Background: an optimization exercise with open tools, aiming at small area, a short achievable clock period and few clock cycles. Do not read the settings as production practice. At most, simulation tests tie the RTL to the original design; equivalence was not proved. For runs 5 and 6, only the layout was checked, not whether the RTL still works.

===== flow/standard.sh =====
#!/bin/bash
# synth_recipe.tcl (not shown) runs the flow's synth.tcl, then flattens the netlist and writes it again
# the make line also repeats each setting of config.mk as NAME=value (left out here)
make -C /OpenROAD-flow-scripts/flow DESIGN_CONFIG=/design/flow/config.mk WORK_HOME=/design/flow/orfs CLKGATE_MAP_FILE= SYNTH_SCRIPT=/design/flow/synth_recipe.tcl "${@:-finish}"

===== flow/flow/run.sh =====
#!/bin/bash
# The standard layout with three changes: synthesis leaves adders to ABC
# (no half/full-adder cell extraction), the ports get the smallest buffer, and
# ORFS's timing repair aims 8 ns below the clock period.
set -euo pipefail
bash standard.sh ADDER_MAP_FILE= SETUP_SLACK_MARGIN=8 "BUFFER_PORTS_ARGS=-buffer_cell sky130_fd_sc_hd__buf_1" finish > run_standard.log 2>&1

===== flow/constraint.sdc =====
create_clock -name core_clock -period 12.0 [get_ports {clk}]
set_input_delay 2.4000 -clock core_clock [delete_from_list [all_inputs] [get_ports {clk}]]
set_output_delay 2.4000 -clock core_clock [all_outputs]
set_load 0.01 [all_outputs]

===== flow/design.v =====
module smc_digest (
    input  wire         clk,
    input  wire         rst,         
    input  wire         in_valid,
    output wire         in_ready,
    input  wire [31:0]  in_data,     
    input  wire         in_last,     
    input  wire [2:0]   in_nbytes,   
    output reg          out_valid,   
    output wire [127:0] out_digest   
);
    localparam [31:0] IV0 = 32'h01234567;
    localparam [31:0] IV1 = 32'h89ABCDEF;
    localparam [31:0] IV2 = 32'hFEDCBA98;
    localparam [31:0] IV3 = 32'h76543210;
    reg [511:0] ring;            
    reg [31:0]  a, b, c, d;      
    reg [31:0]  p0, p1, p2, p3;  
    reg [31:0]  q;               
    reg [6:0]   kp;              
    reg [15:0]  rsel;            
    reg [3:0]   ph;              
    reg [4:0]   nw;              
    reg         ld_first, ld_final;   
    reg         ex_first, ex_final;   
    reg         dummy;           
    reg         msg_done;        
    reg         mark_pending;    
    reg         late;            
    reg [9:0]   nwords;          
    reg [1:0]   lastnb;          
    reg         step;            
    reg         ffwd;            
    reg [3:0]   fsel;            
    reg [4:0]   s;               
    reg         load_iv;         
    reg         at16, at65;      
    wire [3:0] j       = nw[3:0];
    wire       ld_slot = !nw[4] && (ph == j);
    assign in_ready    = ld_slot && !msg_done;
    wire       take    = in_ready && in_valid;
    wire       pad_ld  = ld_slot && msg_done;
    reg [31:0] last_word;
    always @(*) begin
        case (in_nbytes)
            3'd0:    last_word = 32'h00000080;
            3'd1:    last_word = {16'h0000, 8'h80, in_data[7:0]};
            3'd2:    last_word = {8'h00, 8'h80, in_data[15:0]};
            3'd3:    last_word = {8'h80, in_data[23:0]};
            default: last_word = in_data;
        endcase
    end
    wire [31:0] pad_word = mark_pending ? 32'h00000080 :
                           (j == 4'd14 && !late) ? {17'd0, nwords, lastnb, 3'd0} : 32'd0;
    wire [31:0] in_word  = in_last ? last_word : in_data;
    wire [31:0] lane15   = take ? in_word : (pad_ld ? pad_word : ring[31:0]);
    reg  [31:0] f1, f0;
    wire [31:0] f = (b & f1) | (~b & f0);
    wire [31:0] t;
    smc_add32 u_add_t (.x(q), .y(f), .s(t));
    wire [63:0] t2  = {t, t} << s;
    wire [31:0] rot = t2[63:32];
    wire [31:0] nb;
    smc_add32 u_add_nb (.x(step ? b : 32'd0), .y(rot), .s(nb));
    wire [3:0] ni = kp[3:0];
    reg        pf;               
    wire [6:0] kp1 = (kp == 7'd67) ? 7'd0 : kp + 7'd1;
    wire [6:0] kpn = pf ? kp1 : kp;
    wire [3:0] ph_n  = at65 ? 4'd0 : ph + 4'd1;
    wire [3:0] x     = kpn[3:0];
    wire       ph_ok = !at65 && ph_n == x + 4'd1;
    wire       pf_s1 = (kpn[6:4] != 3'd0) ||
                       (ph_ok && ((nw > {1'b0, x}) || (ld_slot && msg_done && nw == {1'b0, x})));
    wire       pf_s2 = ph_ok && ld_slot && !msg_done && nw == {1'b0, x};
    wire       pf_n  = pf_s1 || (pf_s2 && in_valid);
    function [3:0] lane_of(input [6:0] op);
        case (op[5:4])
            2'd0:    lane_of = 4'd15;
            2'd1:    lane_of = {op[1:0], 2'b00};
            2'd2:    lane_of = {op[2:0], 1'b0} + 4'd4;
            default: lane_of = op[3:0] * 4'd6 + 4'd15;
        endcase
    endfunction
    function [4:0] rot_amt(input [1:0] r, input [1:0] i);
        case ({r, i})
            4'h0: rot_amt = 5'd1;   4'h1: rot_amt = 5'd8;   4'h2: rot_amt = 5'd15;  4'h3: rot_amt = 5'd22;
            4'h4: rot_amt = 5'd2;   4'h5: rot_amt = 5'd9;   4'h6: rot_amt = 5'd16;  4'h7: rot_amt = 5'd23;
            4'h8: rot_amt = 5'd3;   4'h9: rot_amt = 5'd10;  4'hA: rot_amt = 5'd17;  4'hB: rot_amt = 5'd24;
            4'hC: rot_amt = 5'd4;   4'hD: rot_amt = 5'd11;  4'hE: rot_amt = 5'd18;  default: rot_amt = 5'd31;
        endcase
    endfunction
    reg [31:0] rk;
    always @(*) begin
        case (kp[5:4])
            2'd0:    rk = 32'h11111111;
            2'd1:    rk = 32'h22222222;
            2'd2:    rk = 32'h44444444;
            default: rk = 32'h88888888;
        endcase
    end
    reg [31:0] ivw;
    always @(*) begin
        case (kp[1:0])
            2'd0:    ivw = IV0;
            2'd1:    ivw = IV3;
            2'd2:    ivw = IV2;
            default: ivw = IV1;
        endcase
    end
    reg [31:0] wr;
    integer li;
    always @(*) begin
        wr = 32'd0;
        for (li = 0; li < 16; li = li + 1)
            wr = wr | ({32{rsel[li]}} & ring[li*32 +: 32]);
    end
    wire [31:0] wsel = !pf ? 32'd0 :
                       kp[6] ? (ex_first ? ivw : p1) : wr;
    wire [31:0] ksel = (pf && !kp[6]) ? {rk[31:8], rk[7:0] + {4'd0, ni}} : 32'd0;
    wire [31:0] an   = load_iv ? IV0 : d;
    wire [31:0] cn   = load_iv ? IV2 : b;    
    wire [31:0] dn   = load_iv ? IV3 : c;
    wire [3:0]  fsel_n = rst ? 4'b0000 : (pf && !kp[6]) ? (4'b0001 << kp[5:4]) : 4'b0000;
    wire [31:0] cs_s = an ^ wsel ^ ksel;
    wire [31:0] cs_c = (an & wsel) | (an & ksel) | (wsel & ksel);
    wire [31:0] qn;
    smc_add32bk u_add_q (.x(cs_s), .y({cs_c[30:0], 1'b0}), .s(qn));
    assign out_digest = {p1, p2, p3, p0};
    always @(posedge clk) begin
        ring <= {lane15, ring[511:32]};
        p0 <= p1;
        p1 <= p2;
        p2 <= p3;
        p3 <= ffwd ? nb : p0;
        a <= load_iv ? IV0 : d;
        b <= load_iv ? IV1 : nb;
        c <= cn;
        d <= dn;
        f1 <= ({32{fsel_n[0]}} & cn) | ({32{fsel_n[1]}} & (cn | dn))
            | ({32{fsel_n[2]}} & ~(cn ^ dn)) | ({32{fsel_n[3]}} & ~cn);
        f0 <= ({32{fsel_n[0]}} & dn) | ({32{fsel_n[1]}} & (cn & ~dn))
            | ({32{fsel_n[2]}} & (cn ^ dn)) | ({32{fsel_n[3]}} & ~(cn ^ dn));
        q <= qn;
        rsel <= 16'd1 << lane_of(kpn);
    end
    always @(posedge clk) begin
        if (rst) begin
            out_valid    <= 1'b0;
            kp           <= 7'd67;
            pf           <= 1'b1;
            step         <= 1'b0;
            ffwd         <= 1'b1;
            fsel         <= 4'b0000;
            s            <= 5'd0;
            load_iv      <= 1'b0;
            at16         <= 1'b0;
            at65         <= 1'b0;
            ph           <= 4'd0;
            nw           <= 5'd0;
            ld_first     <= 1'b1;
            ld_final     <= 1'b0;
            ex_first     <= 1'b1;
            ex_final     <= 1'b1;
            dummy        <= 1'b1;
            msg_done     <= 1'b0;
            mark_pending <= 1'b0;
            late         <= 1'b0;
            nwords       <= 10'd0;
            lastnb       <= 2'd0;
        end else begin
            out_valid <= load_iv && !dummy;
            if (load_iv) dummy <= 1'b0;
            kp      <= kpn;
            pf      <= pf_n;
            step    <= pf && !kp[6];
            ffwd    <= pf && kp[6];
            fsel    <= (pf && !kp[6]) ? (4'b0001 << kp[5:4]) : 4'b0000;
            s       <= (pf && !kp[6]) ? rot_amt(kp[5:4], kp[1:0]) : 5'd0;
            load_iv <= pf && kp == 7'd67 && ex_final;
            at16    <= pf && kp == 7'd16;
            at65    <= pf && kp == 7'd65;
            if (at16) begin
                ex_first <= ld_first;
                ex_final <= ld_final;
            end
            if (at65) begin
                ph       <= 4'd0;
                nw       <= 5'd0;
                ld_first <= ex_final;
                ld_final <= 1'b0;
                late     <= 1'b0;
                if (ex_final) begin
                    msg_done     <= 1'b0;
                    mark_pending <= 1'b0;
                    nwords       <= 10'd0;
                    lastnb       <= 2'd0;
                end
            end else begin
                ph <= ph + 4'd1;
                if (take || pad_ld) nw <= nw + 5'd1;
                if (take) begin
                    if (in_last) begin
                        if (in_nbytes[2]) nwords <= nwords + 10'd1;
                        lastnb       <= in_nbytes[1:0];
                        msg_done     <= 1'b1;
                        mark_pending <= (in_nbytes == 3'd4);
                        if (in_nbytes < 3'd4 && j[3:1] == 3'b111) late <= 1'b1;
                    end else begin
                        nwords <= nwords + 10'd1;
                    end
                end
                if (pad_ld) begin
                    if (mark_pending) begin
                        mark_pending <= 1'b0;
                        if (j[3:1] == 3'b111) late <= 1'b1;
                    end else if (j == 4'd14 && !late) begin
                        ld_final <= 1'b1;
                    end
                end
            end
        end
    end
endmodule
module smc_add32 (
    input  wire [31:0] x,
    input  wire [31:0] y,
    output wire [31:0] s
);
    assign s = x + y;
endmodule
module smc_add32bk (
    input  wire [31:0] x,
    input  wire [31:0] y,
    output wire [31:0] s
);
  wire [31:0] g0 = x & y, p0 = x ^ y;
  wire [31:0] g[0:9], p[0:9];
  assign g[0] = g0; assign p[0] = p0;
  genvar l, i;
  generate for (l = 0; l < 5; l = l + 1) begin: up
    for (i = 0; i < 32; i = i + 1) begin: b
      if (((i + 1) % (2 << l)) == 0) begin
        assign g[l+1][i] = g[l][i] | (p[l][i] & g[l][i - (1<<l)]);
        assign p[l+1][i] = p[l][i] & p[l][i - (1<<l)];
      end else begin
        assign g[l+1][i] = g[l][i];
        assign p[l+1][i] = p[l][i];
      end
    end
  end
  for (l = 0; l < 4; l = l + 1) begin: dn
    for (i = 0; i < 32; i = i + 1) begin: b
      localparam integer D = 8 >> l;
      if (((i + 1) % (2*D)) == D && i >= 2*D - 1 + 0 && i > D) begin
        assign g[l+6][i] = g[l+5][i] | (p[l+5][i] & g[l+5][i - D]);
        assign p[l+6][i] = p[l+5][i] & p[l+5][i - D];
      end else begin
        assign g[l+6][i] = g[l+5][i];
        assign p[l+6][i] = p[l+5][i];
      end
    end
  end endgenerate
  assign s = p0 ^ {g[9][30:0], 1'b0};
endmodule

===== flow/config.mk =====
export PLATFORM = sky130hd
export DESIGN_NAME = smc_digest
export DESIGN_NICKNAME = smc_digest
export VERILOG_FILES = /design/flow/design.v
export SDC_FILE = /design/flow/constraint.sdc
export NUM_CORES = 4
export LEC_CHECK = 0
export ABC_AREA = 1
export CAP_MARGIN = 20
export CORE_MARGIN = 2
export CORE_UTILIZATION = 40
export CTS_BUF_LIST = sky130_fd_sc_hd__clkbuf_8
export CTS_CLUSTER_DIAMETER = 50
export CTS_CLUSTER_SIZE = 14
export SLEW_MARGIN = 20
export SYNTH_HIERARCHICAL = 1
export TNS_END_PERCENT = 0

==> results.txt, run 1 <==
status=finished clean; gr ovfl total=0; first-pass GRT wire length=182.8 mm; max cap viols=0; area delta synth->final=14.73%; clock tree buffer depth=3; GRT Util Overall=roughly 24%; ys flop type=dfxtp_1; setup TNS=0 ns; port bufs=~170; Placed Area=about 40000 µm²; Worst Path Required=12.65 ns; setup violators final=0; Setup crit start kind=flip-flop; Cell variety after synth=60; final worst-path cycle share=between 30% and 40%; TritonCTS Buffers=between 80 and 90; drt initial violations=~2.8k; die width=311.0 µm; initial antenna violation count=2; core area=93330 µm²; Detailed Routing Iterations Pass 1=6; CP arrival=4.95 ns; I/O Pins=about 170; drt drc=0; #FFs+latches synth=between 800 and 900; number of global-route vias before repair=~31k; H-tree depth=3; final hold vios=0; clock sink count=roughly 900; die area=~97000 µm²; pin count of the biggest net entering global routing=65; layout cells sized above 1=about 17%; Crit. End Element=flip-flop; unrepaired setup endpoints after global routing=yes; Rel. slew slack=between 9 and 10%; Syn Std Cell Area=~38000 µm²; Worst-path clk slew=about 0.09 ns; min cycle time layout=4.300 ns; worst r2r src=b[9]$_SDFF_PP0_; DIE HEIGHT=about 310 µm; f_max=0.2325 GHz; family with the most delay on the worst path=simple AND/OR/NAND/NOR gates; Crit-path slowest cell=dfxtp_4; crit-path most repeated cell=nand2_1; Worst-Margin Slew=1.364 ns; nets=about 5.5k; start point of the critical path=b[9]$_SDFF_PP0_; CP max FO=3; CTS tree=built; CTS Hold Bufs=0; row count=between 100 and 150; routability cong.=0.9585; Hold WC Path Type=flip-flop to flip-flop; DP HPWL=between 80 and 90 mm; Clock Latency Late Sink=about 0.75 ns; WP buf/inv=4; Final ANT Viol Nets=0; Root Buffer=clkbuf_8; Synth Instances=5231; final slew viol count=0; average size of a mapped cell=7.206 µm²; post-route cell area=about 43000 µm²; CP max stage delay=about 0.4 ns; Worst Skew=roughly 0.054 ns; vias=~34k; critical path class=flip-flop to flip-flop; vias per inst=5.039; yosys warns=8; sequential-to-total area share from yosys stat=47.59%; EDFF count, synth=0; wire per inst=18.25 µm; worst hold start=ring[157]$_DFF_P_; number of fillers in the final layout=between 9k and 10k; Post-synth ARST share=0%; drt total wl=between 100 and 150 mm; Starting Density=approximately 40%
[Yosys cell counts, drive strengths merged (6+ instances only)]
cell / count / area [µm²]
xor2: 69 / 611.8
nor2: 549 / 2500
nor3: 30 / 160.2
maj3: 9 / 96.34
xnor3: 8 / 180.2
or2: 7 / 43.80
buf: 50 / 242.7
a31oi: 19 / 118.9
clkbuf: 105 / 394.1
o21bai: 9 / 67.56
dfxtp: 896 / 17940
xnor2: 20 / 175.2
o2111ai: 40 / 350.3
mux2: 19 / 214.0
o22ai: 8 / 68.82
nand4: 115 / 719.4
a21boi: 6 / 45.04
o211ai: 18 / 135.1
o221ai: 12 / 105.1
inv: 570 / 2145
nand3: 246 / 1266
nand2: 2081 / 8182
a22o: 10 / 87.58
o21ai: 126 / 701.9
a21oi: 176 / 899.6
[per-module statistics from Yosys (local to each module, per instance)]
module       cell area [µm²]  cells inside
smc_digest             30890          3745
smc_add32bk             1345           260
smc_add32               2729           613
[through the flow]
stage	setup WS [ns]	hold slack (ns)	instances	utilization, %
6_report	7.700	0.3282	6707	46.33
3_5_place_dp	7.068	0.3347	6534	42.36
5_1_grt	7.498	0.3242	6704	46.33
2_1_floorplan	8.475	0.3306	5232	-
3_3_place_gp	7.100	0.3322	6534	42.36
4_1_cts	7.729	0.3243	6668	44.76
[logic make-up (layout without fill, tap and decap cells)]
logic type	Yosys count	after routing	share of synthesized area (%)
compound gates	446	446	7.303
other cells	1	6	0.009949
flops	896	896	47.59
buf+inv	726	943	7.402
xor+xnor	97	97	2.566
mux	19	19	0.5676
fa+ha+maj	9	9	0.2556
simple gates	3037	3037	34.31
[per-layer routing]
metal	GRT usage, %	part of all wire, %
met1	34.52	46
met2	38.82	44
met3	3.292	7.0
met4	6.961	2.8
met5	0	0
[worst paths after layout]
| kind | endpoint | slack (ns) | cells past startpoint |
|---|---|---|---|
| worst min-delay path | ring[125]$_DFF_P_ | 0.33 | 0 |
| worst max-delay path | p3[12]$_DFF_P_ | 7.70 | 31 |
| worst max register to register | p3[12]$_DFF_P_ | 7.70 | 31 |
| worst min register to register | ring[125]$_DFF_P_ | 0.33 | 0 |
[cell usage in the layout, fill, tap and decap left out, types with 9 or more instances in the layout]
cell       instances
xor2_2            11
nand4_1          115
nand2_4           52
o21ai_0           65
nor2_1           387
o21ai_2           39
nor2_2            85
a21oi_1          134
inv_1            506
xor2_1            58
o221ai_1          12
o2111ai_1         40
xnor2_1           19
clkinv_2           9
buf_4             80
o21ai_1           18
nor2_4            74
clkbuf_8          85
dfxtp_2           14
dfxtp_4           23
a22o_1            10
buf_1            167
dfxtp_1          859
nand2_2          214
nand3_2           21
nand2_1         1815
nor3_1            28
o211ai_1          18
inv_2             66
a31oi_4            9
mux2_4            14
a21oi_2           39
nand3_1          223
[final cells by class]
cell class                      count  area, µm²  area share (%)
Clock buffer                       85       1170           2.705
Tap cell                         1254       1569           3.628
Clock inverter                     38      474.2           1.097
Timing Repair Buffer              249       1250           2.890
Sequential cell                   896      18040           41.72
Antenna cell                        4      10.01         0.02315
Inverter                          571       2158           4.991
Multi-Input combinational cell   3610      18570           42.95
[flip-flops by register name, indices dropped and copies added (netlist names), 2 cells and up]
| name | count |
|---|---|
| kp | 7 |
| p1 | 32 |
| lastnb | 2 |
| p2 | 32 |
| d | 32 |
| nwords | 10 |
| f0 | 32 |
| b | 32 |
| p0 | 32 |
| s | 5 |
| rsel | 16 |
| ph | 4 |
| p3 | 32 |
| f1 | 32 |
| ring | 512 |
| q | 32 |
| c | 32 |
| nw | 5 |
[timing repair]
| item | in CTS | in global routing |
|---|---|---|
| gates resized for setup | 187 | 352 |
| setup buffers | 11 | 35 |
| setup endpoints to repair | 127 | 139 |
| pin swaps | 25 | 136 |
Testbench counts, summed over its fixed seeds: cycles 86,588.
==> run 2: changes to the inputs <==
--- a/flow/config.mk
+++ b/flow/config.mk
@@ -13,5 +13,4 @@
 export CTS_CLUSTER_DIAMETER = 50
 export CTS_CLUSTER_SIZE = 14
 export SLEW_MARGIN = 20
-export SYNTH_HIERARCHICAL = 1
 export TNS_END_PERCENT = 0
==> results.txt, run 2 <==
Worst-path clk slew=around 0.080 ns; worst flop-to-flop path endpoint=b[27]$_SDFF_PP1_; Hold WC Path Type=flip-flop to flip-flop; worst hold path depth=0; GRT Util Overall=between 20% and 30%; die width=between 300 and 400 µm; final worst-path cycle share=35.42%; Root Buffer=clkbuf_8; most common cell after layout, fill and taps aside=nand2_1; most frequent cell after synthesis=nand2_1; Detailed Routing Iterations Pass 1=6; #FFs+latches synth=roughly 900; clock tree buffer depth=3; setup TNS=0 ns; leading area contributor after synthesis=dfxtp_1; drt total wl=about 130 mm; port bufs=between 150 and 200; drt drc=0; number of fillers in the final layout=between 9k and 10k; yosys warns=2; Post-synth ARST share=0%; sequential-to-total area share from yosys stat=a little under half; worst reg-to-reg path cell count=29; H-tree depth=3; core area=roughly 95000 µm²; number of global-route vias before repair=31.71k; Worst-Margin Slew=~1.1 ns; Rel. slew slack=between 20% and 30%; Yosys top cell area share=approximately 47%; DP HPWL=approximately 99 mm; layout cells sized above 1=~14%; Crit. End Element=output port; ys flop type=dfxtp_1; average size of a mapped cell=around 7.5 µm²; critical path class=flip-flop to output port; final slew viol count=0; area delta synth->final=12.19%; largest register by flop count=ring; Synth Instances=~5k; wire per inst=between 20 and 25 µm; gr ovfl total=0; status=finished clean; row count=between 100 and 150; vias=~35k; CP arrival=approximately 1.9 ns; worst hold start=ring[391]$_DFF_P_; Area contributors post-synth=dfxtp_1, nand2_1, nand3_1; Starting Density=about two fifths; Setup crit start kind=flip-flop; Post-Place Cells=between 6k and 7k; Cell variety after synth=61; cells along the critical path=inv_4 -> nand2_2 -> o21ai_2 -> a211oi_2 -> nand4_1 -> nor2_2 -> buf_2; f_max=0.2352 GHz; Worst Path Required=9.60 ns; min cycle time layout=between 4 and 5 ns; CP max FO=3; R2R Setup Slk=around 8 ns; DIE HEIGHT=312.6 µm; vias per inst=between 5 and 6; Final ANT Viol Nets=0; routability cong.=about 1.0; WHS Endpoint=ring[359]$_DFF_P_; clock sink count=896; first-pass GRT wire length=between 150 and 200 mm; die area=between 90000 and 100000 µm²; drt initial violations=around 3.7k; Worst Skew=approximately 0.058 ns; pin count of the biggest net entering global routing=72; worst r2r src=b[7]$_SDFF_PP1_; CTS tree=built; EDFF count, synth=0; max reg flops=512; post-route insts no fill=around 6.5k; Clock Latency Late Sink=roughly 0.73 ns; family with the most delay on the worst path=simple AND/OR/NAND/NOR gates; nets=roughly 5.3k; Syn Std Cell Area=roughly 38000 µm²; initial antenna violation count=5; final hold vios=0; TritonCTS Buffers=between 80 and 90; setup violators final=0; unrepaired setup endpoints after global routing=yes; max cap viols=0; most frequent cells in the layout=nand2_1, dfxtp_1, nand3_1; Crit-path slowest cell=dfxtp_2; WP buf/inv=2; CP max stage delay=roughly 0.36 ns; I/O Pins=roughly 170; top cells by count, synth=nand2_1, dfxtp_1, nand3_1
## run 2: worst reg2reg max path: cells and delay by family, from the launching register on
kind / cells / cell delay (ns)
flops: 1 / 0.43
simple gates: 25 / 3.16
compound gates: 1 / 0.21
buf+inv: 3 / 0.25
## run 2: per-stage QoR
step / utilization [%] / hold WS (ns) / instance area (µm²) / setup WS [ns]
floorplan: - / 0.3308 / 38080 / 7.997
global placement: 42.10 / 0.3323 / 39880 / 7.217
detailed placement: 42.11 / 0.3333 / 39890 / 7.179
CTS: 43.89 / 0.3311 / 41580 / 7.593
global route: 45.10 / 0.3397 / 42720 / 7.628
finish: 45.10 / 0.3428 / 42720 / 7.749
## run 2: worst max-delay path by stage
stage                            end  slack, ns  depth (start not counted)               start
floorplan             f0[12]$_DFF_P_       8.00                         10                 rst
global placement       f0[7]$_DFF_P_       7.22                          8                 rst
detailed placement    f0[23]$_DFF_P_       7.18                          8                 rst
CTS                         in_ready       7.59                          7  nw[1]$_SDFFE_PP0P_
global route        b[27]$_SDFF_PP1_       7.63                         31     b[4]$_SDFF_PP0_
finish                      in_ready       7.75                          7  nw[1]$_SDFFE_PP0P_
## run 2: cell families after synthesis
| group | Yosys count | share of synthesized area (%) |
|---|---|---|
| buffers and inverters | 654 | 6.742 |
| AO/OA/AOI/OAI | 530 | 9.400 |
| XOR/XNOR | 91 | 2.191 |
| adder cells (fa/ha/maj) | 1 | 0.02628 |
| AND/OR/NAND/NOR | 2897 | 34.54 |
| flip-flops | 896 | 47.10 |
## run 2: final cells by class
cell class                 count  area (µm²)  share of cell area [%]
inverter                     483        1826                   4.273
antenna                        2       5.005                 0.01171
sequential                   896       18020                   42.19
multi-input combinational   3519       18550                   43.42
clock buffer                  90        1239                   2.899
clock inverter                26       344.1                  0.8054
tap                         1265        1583                   3.705
timing repair buffer         233        1154                   2.700
## run 2: repair_timing
| item | 4_1_cts | 5_1_grt |
|---|---|---|
| buffers inserted | 3 | 22 |
| resized for setup | 22 | 238 |
| endpoints found under the setup margin | 88 | 153 |
| pin swaps | 3 | 31 |
| hold buffers | 0 | 0 |
## run 2: metal layers
layer	up-vias	global-route usage, %	wire [µm]
met5	-	0	13
met4	2	9.450	4729
met3	185	4.532	11720
met2	1464	39.00	56140
met1	16481	39.42	62140
li1	16818	-	-
==> run 3: changes to the inputs <==
==> flow/flow/run.sh (replaced) <==
#!/bin/bash
# The standard layout with three changes: synthesis leaves adders to ABC
# (no half/full-adder cell extraction), the ports get the smallest buffer, and
# ORFS's timing repair aims 7.5 ns below the clock period.
set -euo pipefail
bash standard.sh ADDER_MAP_FILE= SETUP_SLACK_MARGIN=7.5 "BUFFER_PORTS_ARGS=-buffer_cell sky130_fd_sc_hd__buf_1" finish > run_standard.log 2>&1
--- a/flow/config.mk
+++ b/flow/config.mk
@@ -13,4 +13,5 @@
 export CTS_CLUSTER_DIAMETER = 50
 export CTS_CLUSTER_SIZE = 14
 export SLEW_MARGIN = 20
+export SYNTH_HIERARCHICAL = 1
 export TNS_END_PERCENT = 0
==> results.txt, run 3 <==
Rel. slew slack=approximately 16%; drt drc=0; Crit-path slowest cell=dfxtp_2; Worst Path Required=~9.6 ns; gr ovfl total=0; CP arrival=between 1.5 and 2 ns; vias per inst=around 5.0; Layout Utilization=~46%; ys flop type=dfxtp_1; H-tree depth=3; Area contributors post-synth=dfxtp_1, nand2_1, inv_1; sequential-to-total area share from yosys stat=between 40% and 50%; clock sink count=roughly 900; most frequent cell after synthesis=nand2_1; most frequent cells in the layout=nand2_1, dfxtp_1, inv_1; I/O Pins=between 150 and 200; min cycle time layout=roughly 4.3 ns; number of global-route vias before repair=approximately 31k; most common cell after layout, fill and taps aside=nand2_1; f_max=approximately 0.23 GHz; first-pass GRT wire length=between 150 and 200 mm; final worst-path cycle share=36.00%; Worst-path clk slew=0.09 ns; final slew viol count=0; EDFF count, synth=0; max reg flops=approximately 510; Setup crit start kind=flip-flop; cells along the critical path=inv_2 -> nand2_1 -> nand3_2 -> nor2_4 -> nand2_4 -> nor2_8 -> clkbuf_2; Post-synth ARST share=0%; average size of a mapped cell=7.206 µm²; Yosys top cell area share=approximately 48%; Root Buffer=clkbuf_8; Worst-Margin Slew=approximately 1.3 ns; CTS tree=built; Worst Skew=0.05334 ns; setup violators final=0; core area=93330 µm²; drt initial violations=approximately 2.9k; area delta synth->final=13.34%; pin count of the biggest net entering global routing=65; row count=~110; die width=approximately 310 µm; nets=between 5k and 6k; TritonCTS Buffers=84; Starting Density=40.39%; Hold WC Path Type=flip-flop to flip-flop; initial antenna violation count=4; vias=roughly 34k; largest register by flop count=ring; drt total wl=121.6 mm; die area=96700 µm²; #FFs+latches synth=about 900; top cells by count, synth=nand2_1, dfxtp_1, inv_1; CP max stage delay=~0.4 ns; Syn Std Cell Area=between 30000 and 40000 µm²; status=finished clean; yosys warns=8; Detailed Routing Iterations Pass 1=6; setup TNS=0 ns; DP HPWL=approximately 87 mm; routability cong.=0.9585; WP buf/inv=2; unrepaired setup endpoints after global routing=yes; Cell variety after synth=60; Clock Latency Late Sink=approximately 0.74 ns; max cap viols=0; GRT Util Overall=around a quarter; leading area contributor after synthesis=dfxtp_1; CP max FO=7; Final ANT Viol Nets=0; Synth Instances=around 5.2k; critical path class=flip-flop to output port; family with the most delay on the worst path=simple AND/OR/NAND/NOR gates; port bufs=168; final hold vios=0; layout cells sized above 1=14.64%; clock tree buffer depth=3; Crit. End Element=output port; wire per inst=~18 µm; DIE HEIGHT=~310 µm
run 3: cells by family (layout without fill, tap and decap cells):
group,Yosys count,after routing,synth area share [%]
other,1,4,0.009949
adders and majority gates,9,9,0.2556
muxes,19,19,0.5676
xor gates and xnor gates,97,97,2.566
buffers and inverters,726,930,7.402
and+or+nand+nor,3037,3037,34.31
DFF,896,896,47.59
AOI/OAI and AO/OA,446,446,7.303
run 3: modules after synthesis (local to each module, per instance):
| module | cells inside | cell area, µm² |
|---|---|---|
| smc_digest | 3745 | 30890 |
| smc_add32bk | 260 | 1345 |
| smc_add32 | 613 | 2729 |
run 3: what timing repair did:
item | 4_1_cts | 5_1_grt
endpoints found under the setup margin | 47 | 59
pin swaps | 0 | 88
setup buffers | 0 | 33
resized for setup | 39 | 374
hold buffers | 0 | 0
gates cloned | 0 | 0
run 3: routing by layer:
metal	wire length (µm)	vias up	GRT usage, %
met5	0	-	0
met4	3704	0	6.730
met3	8375	196	3.499
met2	53660	1127	38.72
met1	55900	15723	34.18
li1	-	16658	-
run 3: area by class of cell:
| cell class | count | area (µm²) |
|---|---|---|
| Fill cell | 9496 | 50610 |
| Multi-Input combinational cell | 3610 | 18160 |
| Sequential cell | 896 | 18030 |
| Inverter | 571 | 2158 |
| Tap cell | 1254 | 1569 |
| Clock buffer | 85 | 1170 |
| Timing Repair Buffer | 236 | 1146 |
| Clock inverter | 38 | 474.2 |
| Antenna cell | 2 | 5.005 |
run 3: worst paths after layout:
| kind | from | depth (start not counted) | slack (ns) | end |
|---|---|---|---|---|
| worst max register to register | b[30]$_SDFF_PP0_ | 32 | 7.73 | b[25]$_SDFF_PP0_ |
| worst min-delay path | ring[437]$_DFF_P_ | 0 | 0.33 | ring[405]$_DFF_P_ |
| worst max-delay path | ph[0]$_SDFF_PP0_ | 7 | 7.68 | in_ready |
| worst min register to register | ring[437]$_DFF_P_ | 0 | 0.33 | ring[405]$_DFF_P_ |
run 3: metrics by stage:
| step | cell area, µm² | cells | setup WS, ns | hold slack (ns) |
|---|---|---|---|---|
| finish | 42720 | 6692 | 7.680 | 0.3294 |
| global route | 42720 | 6691 | 7.431 | 0.3242 |
| CTS | 41270 | 6657 | 7.478 | 0.3243 |
| detailed placement | 39530 | 6534 | 7.068 | 0.3347 |
| global placement | 39530 | 6534 | 7.100 | 0.3322 |
| floorplan | 37700 | 5232 | 8.475 | 0.3306 |
==> run 4: changes to the inputs <==
==> flow/flow/run.sh (replaced) <==
#!/bin/bash
# The standard layout with three changes: synthesis leaves adders to ABC
# (no half/full-adder cell extraction), the ports get the smallest buffer, and
# ORFS's timing repair aims 8.5 ns below the clock period.
set -euo pipefail
bash standard.sh ADDER_MAP_FILE= SETUP_SLACK_MARGIN=8.5 "BUFFER_PORTS_ARGS=-buffer_cell sky130_fd_sc_hd__buf_1" finish > run_standard.log 2>&1
--- a/flow/config.mk
+++ b/flow/config.mk
@@ -13,5 +13,4 @@
 export CTS_CLUSTER_DIAMETER = 50
 export CTS_CLUSTER_SIZE = 14
 export SLEW_MARGIN = 20
-export SYNTH_HIERARCHICAL = 1
 export TNS_END_PERCENT = 0
==> results.txt, run 4 <==
Worst Skew=between 0.06 and 0.07 ns; CTS Hold Bufs=0; initial antenna violation count=3; clock sink count=896; wire per inst=20.84 µm; CTS tree=built; GR Util met1=between 30% and 40%; I/O Pins=between 150 and 200; TritonCTS Buffers=82; yosys warns=2; worst hold start=ring[130]$_DFF_P_; clock tree buffer depth=3; Layout Utilization=44.71%; DP HPWL=99.02 mm; core area=~95000 µm²; final worst-path cycle share=around 36%; Post-synth ARST share=0%; Worst-Margin Slew=around 1.0 ns; most frequent cell after synthesis=nand2_1; leading area contributor after synthesis=dfxtp_1; die width=around 310 µm; #FFs+latches synth=roughly 900; Clock Latency Late Sink=around 0.74 ns; routability cong.=a little over 1; WP buf/inv=3; drt initial violations=between 3k and 4k; port bufs=between 150 and 200; CP max stage delay=roughly 0.33 ns; Final ANT Viol Nets=0; sequential-to-total area share from yosys stat=between 40% and 50%; Cell variety after synth=slightly above 60; gr ovfl total=0; Crit. End Element=output port; CP arrival=1.87 ns; Area contributors post-synth=dfxtp_1, nand2_1, nand3_1; Root Buffer=clkbuf_8; nets=between 5k and 6k; Hold WC Path Type=flip-flop to flip-flop; critical path class=flip-flop to output port; Syn Std Cell Area=38080 µm²; average size of a mapped cell=between 7 and 8 µm²; EDFF count, synth=0; met2 Resource Use GR=roughly 40%; f_max=around 0.23 GHz; most frequent cells in the layout=nand2_1, dfxtp_1, nand3_1; max reg flops=512; first-pass GRT wire length=199.0 mm; layout cells sized above 1=a little over an eighth; start point of the critical path=nw[1]$_SDFFE_PP0P_; area delta synth->final=11.22%; Crit-path slowest cell=dfxtp_2; top cells by count, synth=nand2_1, dfxtp_1, nand3_1; setup violators final=0; met3 GRT Util=4.121%; Worst-path clk slew=~0.1 ns; status=finished clean; cells along the critical path=inv_2 -> buf_6 -> o22ai_2 -> a21oi_1 -> nand4_1 -> nor2_2 -> buf_2; H-tree depth=3; final slew viol count=0; Rel. slew slack=roughly a third; setup TNS=0 ns; final hold vios=0; family with the most delay on the worst path=flip-flops; Worst Path Required=9.60 ns; pre-CTS setup slack=~6.6 ns; vias=around 35k; pin count of the biggest net entering global routing=just over 70; Synth Instances=5069; most common cell after layout, fill and taps aside=nand2_1; Yosys top cell area share=a little under half; drt drc=0; drt total wl=about 140 mm; Setup crit start kind=flip-flop; row count=113; DIE HEIGHT=312.6 µm; largest register by flop count=ring; worst r2r src=b[2]$_SDFF_PP1_; ys flop type=dfxtp_1; Starting Density=around two fifths; min cycle time layout=~4.3 ns; die area=about 98000 µm²; grt peak-use layer=met2; GRT Util Overall=a little over a quarter; number of global-route vias before repair=about 32k; max cap viols=0; CP max FO=3; Detailed Routing Iterations Pass 1=8; unrepaired setup endpoints after global routing=yes; Setup WS post-layout=between 7 and 8 ns; vias per inst=about 5.4
## run 4: worst paths after layout
path	endpoint	cells past startpoint	slack (ns)
worst min register to register	ring[98]$_DFF_P_	0	0.33
worst max-delay path	in_ready	7	7.73
worst max register to register	p3[21]$_DFF_P_	29	7.79
worst min-delay path	ring[98]$_DFF_P_	0	0.33
## run 4: cell type report
cell class	instances	area (µm²)
Fill cell	9749	52370
Clock inverter	29	336.6
Timing Repair Buffer	225	1072
Tap cell	1265	1583
Clock buffer	89	1225
Antenna cell	1	2.502
Inverter	483	1842
Sequential cell	896	18000
Multi-Input combinational cell	3520	18290
## run 4: stage by stage
| stage | area, µm² | std cells | hold slack [ns] |
|---|---|---|---|
| 2_1_floorplan | 38220 | 5069 | 0.3308 |
| 6_report | 42360 | 6508 | 0.3288 |
| 4_1_cts | 41620 | 6497 | 0.3155 |
| 3_3_place_gp | 39960 | 6374 | 0.3321 |
| 5_1_grt | 42360 | 6508 | 0.3370 |
| 3_5_place_dp | 39960 | 6374 | 0.3349 |
## run 4: metal layers
layer | vias to the layer above | wire, µm | share of wire [%]
met2 | 1515 | 57150 | 42
li1 | 16786 | - | -
met3 | 231 | 11180 | 8.2
met1 | 16489 | 62060 | 46
met5 | - | 0 | 0
met4 | 0 | 5217 | 3.8
## run 4: kinds of logic (layout without fill, tap and decap cells)
kind of cell	Yosys count	in the layout	synth area share (%)
adders and majority gates	1	1	0.02628
and+or+nand+nor	2897	2898	34.54
AOI/OAI and AO/OA	530	530	9.400
other	0	1	0
DFF	896	896	47.10
buffers and inverters	654	826	6.742
xor gates and xnor gates	91	91	2.191
## run 4: what timing repair did
action                     in CTS  in global routing
setup endpoints to repair     284                290
cloned                          0                  1
hold endpoints to repair        0                  0
gates resized for setup        22                162
pin swaps                       3                 19
setup buffers                   5                  9
==> run 5: changes to the inputs <==
--- a/flow/design.v
+++ b/flow/design.v
@@ -37,8 +37,9 @@
     reg         at16, at65;      
     wire [3:0] j       = nw[3:0];
     wire       ld_slot = !nw[4] && (ph == j);
-    assign in_ready    = ld_slot && !msg_done;
-    wire       take    = in_ready && in_valid;
+    reg        in_ready_r;       
+    assign in_ready    = in_ready_r;
+    wire       take    = in_ready_r && in_valid;
     wire       pad_ld  = ld_slot && msg_done;
     reg [31:0] last_word;
     always @(*) begin
@@ -53,7 +54,7 @@
     wire [31:0] pad_word = mark_pending ? 32'h00000080 :
                            (j == 4'd14 && !late) ? {17'd0, nwords, lastnb, 3'd0} : 32'd0;
     wire [31:0] in_word  = in_last ? last_word : in_data;
-    wire [31:0] lane15   = take ? in_word : (pad_ld ? pad_word : ring[31:0]);
+    wire [31:0] lane15   = ld_slot ? (msg_done ? pad_word : in_word) : ring[31:0];
     reg  [31:0] f1, f0;
     wire [31:0] f = (b & f1) | (~b & f0);
     wire [31:0] t;
@@ -73,6 +74,12 @@
                        (ph_ok && ((nw > {1'b0, x}) || (ld_slot && msg_done && nw == {1'b0, x})));
     wire       pf_s2 = ph_ok && ld_slot && !msg_done && nw == {1'b0, x};
     wire       pf_n  = pf_s1 || (pf_s2 && in_valid);
+    wire [4:0] nw_p1 = nw + 5'd1;
+    wire [4:0] nw_nt = pad_ld ? nw_p1 : nw;
+    wire       rdy_nt = at65 ? !(msg_done && !ex_final)
+                             : (!nw_nt[4] && ph_n == nw_nt[3:0] && !msg_done);
+    wire       rdy_tk = !at65 && !nw_p1[4] && ph_n == nw_p1[3:0] && !msg_done;
+    wire       rdy_n  = (in_ready_r && in_valid) ? (rdy_tk && !in_last) : rdy_nt;
     function [3:0] lane_of(input [6:0] op);
         case (op[5:4])
             2'd0:    lane_of = 4'd15;
@@ -120,7 +127,7 @@
     wire [31:0] an   = load_iv ? IV0 : d;
     wire [31:0] cn   = load_iv ? IV2 : b;    
     wire [31:0] dn   = load_iv ? IV3 : c;
-    wire [3:0]  fsel_n = rst ? 4'b0000 : (pf && !kp[6]) ? (4'b0001 << kp[5:4]) : 4'b0000;
+    wire [3:0]  fsel_n = (pf && !kp[6]) ? (4'b0001 << kp[5:4]) : 4'b0000;
     wire [31:0] cs_s = an ^ wsel ^ ksel;
     wire [31:0] cs_c = (an & wsel) | (an & ksel) | (wsel & ksel);
     wire [31:0] qn;
@@ -148,6 +155,7 @@
             out_valid    <= 1'b0;
             kp           <= 7'd67;
             pf           <= 1'b1;
+            in_ready_r   <= 1'b1;
             step         <= 1'b0;
             ffwd         <= 1'b1;
             fsel         <= 4'b0000;
@@ -172,6 +180,7 @@
             if (load_iv) dummy <= 1'b0;
             kp      <= kpn;
             pf      <= pf_n;
+            in_ready_r <= rdy_n;
             step    <= pf && !kp[6];
             ffwd    <= pf && kp[6];
             fsel    <= (pf && !kp[6]) ? (4'b0001 << kp[5:4]) : 4'b0000;
@@ -197,7 +206,7 @@
                 end
             end else begin
                 ph <= ph + 4'd1;
-                if (take || pad_ld) nw <= nw + 5'd1;
+                if (take || pad_ld) nw <= nw_p1;
                 if (take) begin
                     if (in_last) begin
                         if (in_nbytes[2]) nwords <= nwords + 10'd1;
==> results.txt, run 5 <==
gr ovfl total=0; CTS Hold Bufs=0; DIE HEIGHT=roughly 310 µm; Worst Path Required=between 10 and 15 ns; final worst-path cycle share=around 33%; worst hold start=ring[377]$_DFF_P_; Setup crit start kind=flip-flop; Area contributors post-synth=dfxtp_1, nand2_1, nand3_1; Root Buffer=clkbuf_8; Final ANT Viol Nets=0; first-pass GRT wire length=201.2 mm; area delta synth->final=16.46%; most frequent cell after synthesis=nand2_1; leading area contributor after synthesis=dfxtp_1; Hold WC Path Type=flip-flop to flip-flop; Detailed Routing Iterations Pass 1=6; Rel. slew slack=31.98%; largest register by flop count=ring; setup TNS=0 ns; min cycle time layout=3.927 ns; CTS tree=built; TritonCTS Buffers=86; critical path class=flip-flop to flip-flop; row count=approximately 110; most common cell after layout, fill and taps aside=nand2_1; status=finished clean; GRT Util Overall=around a quarter; Worst Skew=approximately 0.082 ns; f_max=around 0.25 GHz; Cell variety after synth=roughly 60; Worst-Margin Slew=around 1.0 ns; drt drc=0; pre-CTS setup slack=roughly 7.5 ns; setup violators final=0; final slew viol count=0; yosys warns=2; Synth Instances=approximately 5.2k; WP buf/inv=4; drt total wl=about 140 mm; H-tree depth=3; number of fillers in the final layout=9433; Post-Place Cells=6472; core area=95150 µm²; vias=35.76k; final hold vios=0; register area=around 18000 µm²; max cap viols=0; CP arrival=roughly 4.6 ns; I/O Pins=between 150 and 200; Post-synth ARST share=0%; WHS Endpoint=ring[345]$_DFF_P_; family with the most delay on the worst path=simple AND/OR/NAND/NOR gates; routability cong.=~1.0; die width=between 300 and 400 µm; ys flop type=dfxtp_1; post-route insts no fill=approximately 6.6k; CP max FO=5; worst r2r src=b[24]$_SDFF_PP1_; number of global-route vias before repair=33.41k; nets=5374; Yosys top cell area share=46.67%; Syn Std Cell Area=a little under 40000 µm²; DP HPWL=97.18 mm; top cells by count, synth=nand2_1, dfxtp_1, nand3_1; Multi-input gate area=roughly 20000 µm²; pin count of the biggest net entering global routing=between 60 and 70; CP max stage delay=approximately 0.43 ns; #FFs+latches synth=about 900; sequential-to-total area share from yosys stat=roughly 47%; Fin Hold WS=between 0.3 and 0.4 ns; port bufs=roughly 170; Clock Latency Late Sink=~0.73 ns; Layout Utilization=roughly 47%; average size of a mapped cell=~7.4 µm²; Starting Density=40.43%; drt initial violations=approximately 3.4k; Crit. End Element=flip-flop; die area=around 99000 µm²; R2R Setup Slk=8.07 ns; initial antenna violation count=1; wire per inst=a little over 20 µm; Crit-path slowest cell=dfxtp_4; worst hold path depth=0; unrepaired setup endpoints after global routing=yes; worst flop-to-flop path endpoint=b[28]$_SDFF_PP0_; most frequent cells in the layout=nand2_1, dfxtp_1, inv_1; Worst-path clk slew=~0.09 ns; max reg flops=~510; vias per inst=~5.4; worst reg-to-reg path cell count=32; layout cells sized above 1=a little under a fifth; Setup WS post-layout=approximately 8 ns; clock tree buffer depth=3; clock sink count=897; EDFF count, synth=0
## run 5: changes by cell type after synthesis, moves of 9 or more
cell      delta
o21ai_0     +23
buf_1       +18
nand2_1     +36
o211ai_1    +13
nor2_1      +18
o21ai_1      +9
inv_2       +15
inv_1       +32
a22oi_1     +14
nor3_1      -13
a22o_1      -23
## run 5: cell families (layout without fill, tap and decap cells)
logic type,after synthesis,in the layout,synth area share [%]
simple gates,2934,2935,34.54
flops,897,897,46.67
buf+inv,704,900,7.145
compound gates,552,552,9.486
other cells,0,1,0
xor+xnor,93,93,2.156
## run 5: layer usage
layer | routed length [µm] | global-route usage (%)
met1 | 60250 | 37.21
met2 | 59910 | 41.98
met3 | 10880 | 4.295
met4 | 4693 | 8.384
met5 | 0 | 0
## run 5: how the worst max path moves through the flow
stage | start | to | slack (ns) | depth (start not counted)
floorplan | in_valid | nwords[9]$_SDFFE_PP0P_ | 8.51 | 10
finish | b[24]$_SDFF_PP1_ | b[28]$_SDFF_PP0_ | 8.07 | 32
global route | b[3]$_SDFF_PP1_ | b[28]$_SDFF_PP0_ | 7.88 | 30
global placement | b[11]$_SDFF_PP1_ | b[30]$_SDFF_PP0_ | 7.49 | 28
CTS | b[4]$_SDFF_PP0_ | b[26]$_SDFF_PP0_ | 8.23 | 29
detailed placement | pf$_SDFF_PP1_ | q[31]$_DFF_P_ | 7.52 | 23
## run 5: layout make-up
type | count | share of cell area, %
repair buffers | 247 | 2.904
inverters | 523 | 4.395
clock inverters | 36 | 0.7484
well taps | 1265 | 3.533
diodes | 1 | 0.005585
flip-flops and latches | 897 | 40.37
clock buffers | 94 | 2.887
multi-input cells | 3580 | 45.16
## run 5: per-stage QoR
step           area, µm²
6_report           44810
2_1_floorplan      38490
5_1_grt            44810
4_1_cts            43970
3_5_place_dp       40240
3_3_place_gp       40240
## run 5: repair_timing
| action | in CTS | in global routing |
|---|---|---|
| setup buffers | 30 | 9 |
| gates resized for setup | 454 | 169 |
| setup endpoints to repair | 219 | 234 |
| cloned | 1 | 0 |
| pin swaps | 119 | 103 |
| endpoints found under the hold margin | 0 | 0 |
==> run 6: changes to the inputs <==
--- a/flow/config.mk
+++ b/flow/config.mk
@@ -8,9 +8,10 @@
 export ABC_AREA = 1
 export CAP_MARGIN = 20
 export CORE_MARGIN = 2
-export CORE_UTILIZATION = 40
+export CORE_UTILIZATION = 50
 export CTS_BUF_LIST = sky130_fd_sc_hd__clkbuf_8
 export CTS_CLUSTER_DIAMETER = 50
 export CTS_CLUSTER_SIZE = 14
+export PLACE_DENSITY = 0.7
 export SLEW_MARGIN = 20
 export TNS_END_PERCENT = 0
==> results.txt, run 6 <==
Worst-Margin Slew=approximately 1.3 ns; row count=approximately 100; first-pass GRT wire length=just under 200 mm; worst reg-to-reg path cell count=25; Area contributors post-synth=dfxtp_1, nand2_1, nand3_1; wire per inst=20.91 µm; worst hold path depth=0; vias per inst=5.705; pin count of the biggest net entering global routing=87; Layout Utilization=about three fifths; Worst Path Required=about 13 ns; Placed Area=39950 µm²; sequential-to-total area share from yosys stat=a little under half; Post-synth ARST share=0%; leading area contributor after synthesis=dfxtp_1; Crit. End Element=flip-flop; critical path class=flip-flop to flip-flop; core area=about 76000 µm²; GRT Util Overall=32.63%; Root Buffer=clkbuf_8; ys flop type=dfxtp_1; average size of a mapped cell=7.427 µm²; layout cells sized above 1=24.56%; pre-CTS setup slack=~7.4 ns; Final ANT Viol Nets=0; vias=between 30k and 40k; Post-Place Cells=~6.2k; unrepaired setup endpoints after global routing=yes; CP max FO=4; port bufs=168; CTS Hold Bufs=0; EDFF count, synth=0; Cell variety after synth=61; status=finished clean; Setup crit start kind=flip-flop; nets=about 5.4k; routability cong.=slightly above 1; largest register by flop count=ring; TritonCTS Buffers=80; worst flop-to-flop path endpoint=b[27]$_SDFF_PP1_; drt drc=0; #FFs+latches synth=between 800 and 900; Worst Setup EP=b[27]$_SDFF_PP1_; Worst-path clk slew=0.09 ns; DIE HEIGHT=between 200 and 300 µm; min cycle time layout=4.219 ns; drt initial violations=about 3.8k; gr ovfl total=0; CP arrival=around 4.7 ns; setup TNS=0 ns; post-route insts no fill=about 6.4k; post-route cell area=between 40000 and 50000 µm²; setup violators final=0; worst r2r src=b[1]$_SDFF_PP1_; die width=roughly 280 µm; yosys warns=2; Worst Skew=between 0.03 and 0.04 ns; Synth Instances=about 5.2k; max reg flops=512; initial antenna violation count=4; final worst-path cycle share=between 30% and 40%; start point of the critical path=b[1]$_SDFF_PP1_; Yosys top cell area share=between 40% and 50%; Syn Std Cell Area=between 30000 and 40000 µm²; max cap viols=0; clock tree buffer depth=3; I/O Pins=approximately 170; drt total wl=approximately 130 mm; Starting Density=50.57%; Detailed Routing Iterations Pass 1=7; R2R Setup Slk=around 7.8 ns; H-tree depth=3; f_max=~0.24 GHz; Clock Latency Late Sink=a little over 0.7 ns; number of global-route vias before repair=34.03k; Setup WS post-layout=between 7 and 8 ns; clock sink count=between 800 and 900; die area=79180 µm²; most frequent cell after synthesis=nand2_1; Rel. slew slack=between 15 and 20%; final hold vios=0; top cells by count, synth=nand2_1, dfxtp_1, nand3_1; most frequent cells in the layout=nand2_1, dfxtp_1, inv_1; Hold WC Path Type=flip-flop to flip-flop; DP HPWL=between 90 and 100 mm; CTS tree=built; Fin Hold WS=between 0.3 and 0.4 ns; area delta synth->final=20.40%; final slew viol count=0; most common cell after layout, fill and taps aside=nand2_1
==> run 6: how the worst min path moves through the flow <==
stage | start | endpoint
floorplan | ring[32]$_DFF_P_ | ring[0]$_DFF_P_
global placement | p2[6]$_DFF_P_ | p1[6]$_DFF_P_
detailed placement | ring[96]$_DFF_P_ | ring[64]$_DFF_P_
CTS | ring[153]$_DFF_P_ | ring[121]$_DFF_P_
global route | ring[309]$_DFF_P_ | ring[277]$_DFF_P_
finish | ring[153]$_DFF_P_ | ring[121]$_DFF_P_
==> run 6: layout make-up <==
| class | instances | area [µm²] |
|---|---|---|
| fill | 6754 | 29750 |
| multi-input combinational | 3579 | 21680 |
| sequential | 897 | 18120 |
| inverter | 523 | 1993 |
| timing repair buffer | 301 | 1832 |
| tap | 1030 | 1289 |
| clock buffer | 83 | 1142 |
| clock inverter | 23 | 254.0 |
| timing repair inverter | 1 | 7.507 |
| antenna | 2 | 5.005 |
==> run 6: timing repair <==
action / 4_1_cts / 5_1_grt
pin swaps: 226 / 204
resized for setup: 690 / 339
buffers inserted: 56 / 33
endpoints found under the setup margin: 217 / 229
gates cloned: 2 / 1
==> run 6: worst max-delay path, cell delays in order (launching register included) <==
cell	delay, ns
dfxtp_2	0.34
inv_2	0.06
nand2_1	0.08
nand3_2	0.11
inv_1	0.06
o21ai_2	0.20
xor2_1	0.12
o21ai_0	0.94
nand2_1	0.15
o21ai_2	0.14
nand2_1	0.14
nand2_2	0.14
nand2_2	0.10
nand3_4	0.19
nand2_4	0.08
nand2_4	0.09
nand2_4	0.09
nor2_4	0.15
nand2_2	0.13
nor2_4	0.14
and2_1	0.14
nand2_1	0.09
nand2_1	0.08
nand2_1	0.06
nand2_1	0.08
nand2_2	0.12
==> run 6: cells by family (layout without fill, tap and decap cells) <==
group,after synthesis,after routing,share of synthesized area [%]
buf+inv,704,931,7.145
simple gates,2934,2934,34.54
xor+xnor,93,93,2.156
other cells,0,2,0
compound gates,552,552,9.486
flops,897,897,46.67
==> run 6: metal layers <==
| metal | global-route usage (%) | share of wire (%) | vias up |
|---|---|---|---|
| met5 | 0 | 0.030 | - |
| li1 | - | - | 17218 |
| met2 | 50.88 | 44 | 1952 |
| met4 | 12.26 | 4.5 | 6 |
| met3 | 5.933 | 9.8 | 416 |
| met1 | 45.04 | 42 | 17145 |
==> run 7: changes to the inputs <==
--- a/flow/design.v
+++ b/flow/design.v
@@ -32,7 +32,8 @@
     reg         step;            
     reg         ffwd;            
     reg [3:0]   fsel;            
-    reg [4:0]   s;               
+    reg [3:0]   ra;              
+    reg [5:0]   rb;              
     reg         load_iv;         
     reg         at16, at65;      
     wire [3:0] j       = nw[3:0];
@@ -59,8 +60,11 @@
     wire [31:0] f = (b & f1) | (~b & f0);
     wire [31:0] t;
     smc_add32 u_add_t (.x(q), .y(f), .s(t));
-    wire [63:0] t2  = {t, t} << s;
-    wire [31:0] rot = t2[63:32];
+    wire [31:0] ta  = ({32{ra[0]}} & t) | ({32{ra[1]}} & {t[30:0], t[31]})
+                    | ({32{ra[2]}} & {t[29:0], t[31:30]}) | ({32{ra[3]}} & {t[28:0], t[31:29]});
+    wire [31:0] rot = ({32{rb[0]}} & ta) | ({32{rb[1]}} & {ta[30:0], ta[31]})
+                    | ({32{rb[2]}} & {ta[23:0], ta[31:24]}) | ({32{rb[3]}} & {ta[16:0], ta[31:17]})
+                    | ({32{rb[4]}} & {ta[9:0], ta[31:10]}) | ({32{rb[5]}} & {ta[3:0], ta[31:4]});
     wire [31:0] nb;
     smc_add32 u_add_nb (.x(step ? b : 32'd0), .y(rot), .s(nb));
     wire [3:0] ni = kp[3:0];
@@ -86,14 +90,6 @@
             2'd1:    lane_of = {op[1:0], 2'b00};
             2'd2:    lane_of = {op[2:0], 1'b0} + 4'd4;
             default: lane_of = op[3:0] * 4'd6 + 4'd15;
-        endcase
-    endfunction
-    function [4:0] rot_amt(input [1:0] r, input [1:0] i);
-        case ({r, i})
-            4'h0: rot_amt = 5'd1;   4'h1: rot_amt = 5'd8;   4'h2: rot_amt = 5'd15;  4'h3: rot_amt = 5'd22;
-            4'h4: rot_amt = 5'd2;   4'h5: rot_amt = 5'd9;   4'h6: rot_amt = 5'd16;  4'h7: rot_amt = 5'd23;
-            4'h8: rot_amt = 5'd3;   4'h9: rot_amt = 5'd10;  4'hA: rot_amt = 5'd17;  4'hB: rot_amt = 5'd24;
-            4'hC: rot_amt = 5'd4;   4'hD: rot_amt = 5'd11;  4'hE: rot_amt = 5'd18;  default: rot_amt = 5'd31;
         endcase
     endfunction
     reg [31:0] rk;
@@ -159,7 +155,8 @@
             step         <= 1'b0;
             ffwd         <= 1'b1;
             fsel         <= 4'b0000;
-            s            <= 5'd0;
+            ra           <= 4'b0001;
+            rb           <= 6'b000001;
             load_iv      <= 1'b0;
             at16         <= 1'b0;
             at65         <= 1'b0;
@@ -184,7 +181,10 @@
             step    <= pf && !kp[6];
             ffwd    <= pf && kp[6];
             fsel    <= (pf && !kp[6]) ? (4'b0001 << kp[5:4]) : 4'b0000;
-            s       <= (pf && !kp[6]) ? rot_amt(kp[5:4], kp[1:0]) : 5'd0;
+            ra      <= (pf && !kp[6]) ? (4'b0001 << kp[5:4]) : 4'b0001;
+            rb      <= !(pf && !kp[6])          ? 6'b000001 :
+                       ({kp[5:4], kp[1:0]} == 4'hF) ? 6'b100000 :
+                       (6'b000010 << kp[1:0]);
             load_iv <= pf && kp == 7'd67 && ex_final;
             at16    <= pf && kp == 7'd16;
             at65    <= pf && kp == 7'd65;
==> flow/flow/run.sh (replaced) <==
#!/bin/bash
# The standard layout with three changes: synthesis leaves adders to ABC
# (no half/full-adder cell extraction), the ports get the smallest buffer, and
# ORFS's timing repair aims 8 ns below the clock period.
set -euo pipefail
bash standard.sh ADDER_MAP_FILE= SETUP_SLACK_MARGIN=8 "BUFFER_PORTS_ARGS=-buffer_cell sky130_fd_sc_hd__buf_1" finish > run_standard.log 2>&1
--- a/flow/config.mk
+++ b/flow/config.mk
@@ -8,10 +8,9 @@
 export ABC_AREA = 1
 export CAP_MARGIN = 20
 export CORE_MARGIN = 2
-export CORE_UTILIZATION = 50
+export CORE_UTILIZATION = 40
 export CTS_BUF_LIST = sky130_fd_sc_hd__clkbuf_8
 export CTS_CLUSTER_DIAMETER = 50
 export CTS_CLUSTER_SIZE = 14
-export PLACE_DENSITY = 0.7
 export SLEW_MARGIN = 20
 export TNS_END_PERCENT = 0
==> results.txt, run 7 <==
status=finished clean; Starting Density=40.42%; final hold vios=0; number of global-route vias before repair=about 32k; critical path class=flip-flop to flip-flop; max cap viols=0; worst reg-to-reg path cell count=27; wire per inst=a little under 20 µm; Worst-path clk slew=roughly 0.09 ns; Final ANT Viol Nets=0; die width=between 300 and 400 µm; R2R Setup Slk=8.12 ns; nets=between 5k and 6k; crit-path most repeated cell=nand2_1; initial antenna violation count=4; Synth Instances=5154; start point of the critical path=b[5]$_SDFF_PP1_; Area contributors post-synth=dfxtp_1, nand2_1, nand3_1; setup TNS=0 ns; worst flop-to-flop path endpoint=p3[24]$_DFF_P_; Hold WC Path Type=flip-flop to flip-flop; leading area contributor after synthesis=dfxtp_1; EDFF count, synth=0; drt total wl=131.1 mm; ys flop type=dfxtp_1; setup violators final=0; average size of a mapped cell=approximately 7.3 µm²; sequential-to-total area share from yosys stat=between 40% and 50%; Placed Area=between 30000 and 40000 µm²; max reg flops=512; core area=93470 µm²; #FFs+latches synth=~900; drt initial violations=a little over 3k; port bufs=about 170; vias per inst=around 5.2; drt drc=0; Fin Hold WS=0.2993 ns; most frequent cell after synthesis=nand2_1; worst hold path depth=0; Worst Path Required=roughly 13 ns; min cycle time layout=a little under 4 ns; Crit. End Element=flip-flop; final slew viol count=0; CP arrival=4.48 ns; CTS tree=built; row count=between 100 and 150; Crit-path slowest cell=dfxtp_4; Post-synth ARST share=0%; Worst Skew=~0.09 ns; Yosys top cell area share=47.80%; WP buf/inv=1; routed wl met2=58.40 mm; first-pass GRT wire length=~190 mm; Root Buffer=clkbuf_8; Worst-Margin Slew=approximately 1.3 ns; f_max=approximately 0.26 GHz; post-route insts no fill=6654; uppermost layer routed=met4; GRT Util Overall=around a quarter; vias=roughly 35k; Syn Std Cell Area=between 30000 and 40000 µm²; DP HPWL=93.43 mm; routability cong.=just under 1; die area=approximately 97000 µm²; pin count of the biggest net entering global routing=approximately 70; largest register by flop count=ring; Rel. slew slack=under 10%; family with the most delay on the worst path=simple AND/OR/NAND/NOR gates; yosys warns=2; Detailed Routing Iterations Pass 1=6; most frequent cells in the layout=nand2_1, dfxtp_1, inv_1; TritonCTS Buffers=a little over 90; unrepaired setup endpoints after global routing=yes; clock sink count=approximately 900; clock tree buffer depth=3; worst hold start=ring[128]$_DFF_P_; Cell variety after synth=between 60 and 70; post-route cell area=43240 µm²; DIE HEIGHT=slightly above 300 µm; gr ovfl total=0; final worst-path cycle share=between 30% and 40%; CP max FO=6; CTS Hold Bufs=0; top cells by count, synth=nand2_1, dfxtp_1, inv_1; CP max stage delay=approximately 0.38 ns; Clock Latency Late Sink=about 0.76 ns; area delta synth->final=14.46%; WHS Endpoint=ring[96]$_DFF_P_; H-tree depth=3; Setup crit start kind=flip-flop; I/O Pins=about 170; M1 WL=around 58 mm; Post-Place Cells=~6.5k; layout cells sized above 1=14.03%; worst r2r src=b[5]$_SDFF_PP1_; routed wl met3=10.67 mm; most common cell after layout, fill and taps aside=nand2_1
==> run 7: changes by cell type in the layout (fill, tap and decap cells not counted), moves of 36 or more <==
cell / change
buf_4: -47
nand3_4: -88
inv_1: +38
nand2_2: -96
nand2_1: +277
nand2_4: -77
nand3_1: +110
nor2_1: +58
nand3_2: -206
dfxtp_1: +36
==> run 7: cells by family after synthesis <==
logic type | count (synthesis) | share of synthesized area, %
flip-flops | 902 | 47.80
buffers and inverters | 680 | 6.926
AND/OR/NAND/NOR | 2943 | 34.04
XOR/XNOR | 76 | 1.762
AO/OA/AOI/OAI | 553 | 9.469
==> run 7: how the worst max path moves through the flow <==
stage,to,cells after the start,slack (ns)
global placement,q[31]$_DFF_P_,25,7.28
detailed placement,q[31]$_DFF_P_,25,7.22
finish,p3[24]$_DFF_P_,27,8.12
CTS,q[31]$_DFF_P_,27,7.96
global route,p3[24]$_DFF_P_,30,7.89
floorplan,nwords[9]$_SDFFE_PP0P_,13,8.42
==> run 7: cell type report <==
class / instances / area (µm²)
clock inverters: 54 / 650.6
fillers: 9514 / 50230
repair buffers: 245 / 1281
flip-flops and latches: 902 / 18160
clock buffers: 95 / 1308
diodes: 4 / 10.01
well taps: 1254 / 1569
multi-input cells: 3573 / 18270
inverters: 527 / 1991
==> run 7: through the flow <==
| step | util, % | setup slack (ns) |
|---|---|---|
| 2_1_floorplan | - | 8.421 |
| 3_3_place_gp | 42.42 | 7.277 |
| 3_5_place_dp | 42.42 | 7.220 |
| 4_1_cts | 44.79 | 7.964 |
| 5_1_grt | 46.25 | 7.887 |
| 6_report | 46.26 | 8.123 |
==> run 7: repair_timing <==
item / 4_1_cts / 5_1_grt
pin swaps: 8 / 82
endpoints found under the setup margin: 78 / 75
setup buffers: 10 / 29
cloned: 1 / 0
resized for setup: 53 / 316
==> run 7: worst register-to-register path, stage by stage, from the launching register on <==
cell and delay, ns:
dfxtp_4 0.38, inv_2 0.06, nand2_1 0.06, nand3b_1 0.22, nand2_2 0.17, nor2_4 0.19, nand2_2 0.08, nor2_2 0.12
nand2_1 0.10, nand3_2 0.12, nand2_2 0.10, nand3_1 0.09, nand4_2 0.21, a21boi_1 0.21, nand2_1 0.11, nor2_4 0.19
nand3_1 0.15, nand2_2 0.14, nand2_4 0.09, nor2_2 0.13, nand2_1 0.11, nor2_2 0.12, and2_1 0.13, nand2_1 0.09
nand3_1 0.08, nand2_1 0.09, nand3_4 0.13, nand2_1 0.08
==> run 7: metal layers <==
| layer | GRT usage, % | up-vias |
|---|---|---|
| met5 | 0 | - |
| met3 | 4.585 | 218 |
| met1 | 35.48 | 16399 |
| li1 | - | 16977 |
| met4 | 7.433 | 0 |
| met2 | 41.92 | 1320 |
Testbench counts of run 7, summed over its fixed seeds: cycles 86,588.

## separate check: timing with driven ports
In the flow no input, the clock included, has a driving cell. The finished layouts below were timed again as built, in two steps. Step 1: set_driving_cell puts a clkbuf_16 on clk and a buf_2 on each other input, an assumption about the parent block. Step 2 adds t to the input delays and takes it off the output delays; t is the mean of the earliest and latest rising clock arrival at the registers after step 1. Input paths then give back, and output paths get back, about the clock's delay inside the block. Three values: ideal, step 1, step 2; two values: the first two.
run | shift t [ns] | setup slack, ns | worst slew at a driven data input, ns
run 1 | 0.774 | 7.700 / 7.700 / 7.007 | 0.08
run 2 | 0.768 | 7.749 / 7.682 / 7.129 | 0.05
run 3 | 0.770 | 7.680 / 7.623 / 6.992 | 0.08
run 4 | 0.774 | 7.726 / 7.663 / 7.056 | 0.04
run 5 | 0.748 | 8.073 / 8.073 / 7.813 | 0.05
run 6 | 0.754 | 7.781 / 7.781 / 7.781 | 0.06
run 7 | 0.779 | 8.123 / 8.065 / 7.757 | 0.07
After both steps every run listed still meets setup and hold. The setup slack of run 1, which loses most, moves by 0.000 ns with the drivers and by -0.693 ns with both steps.
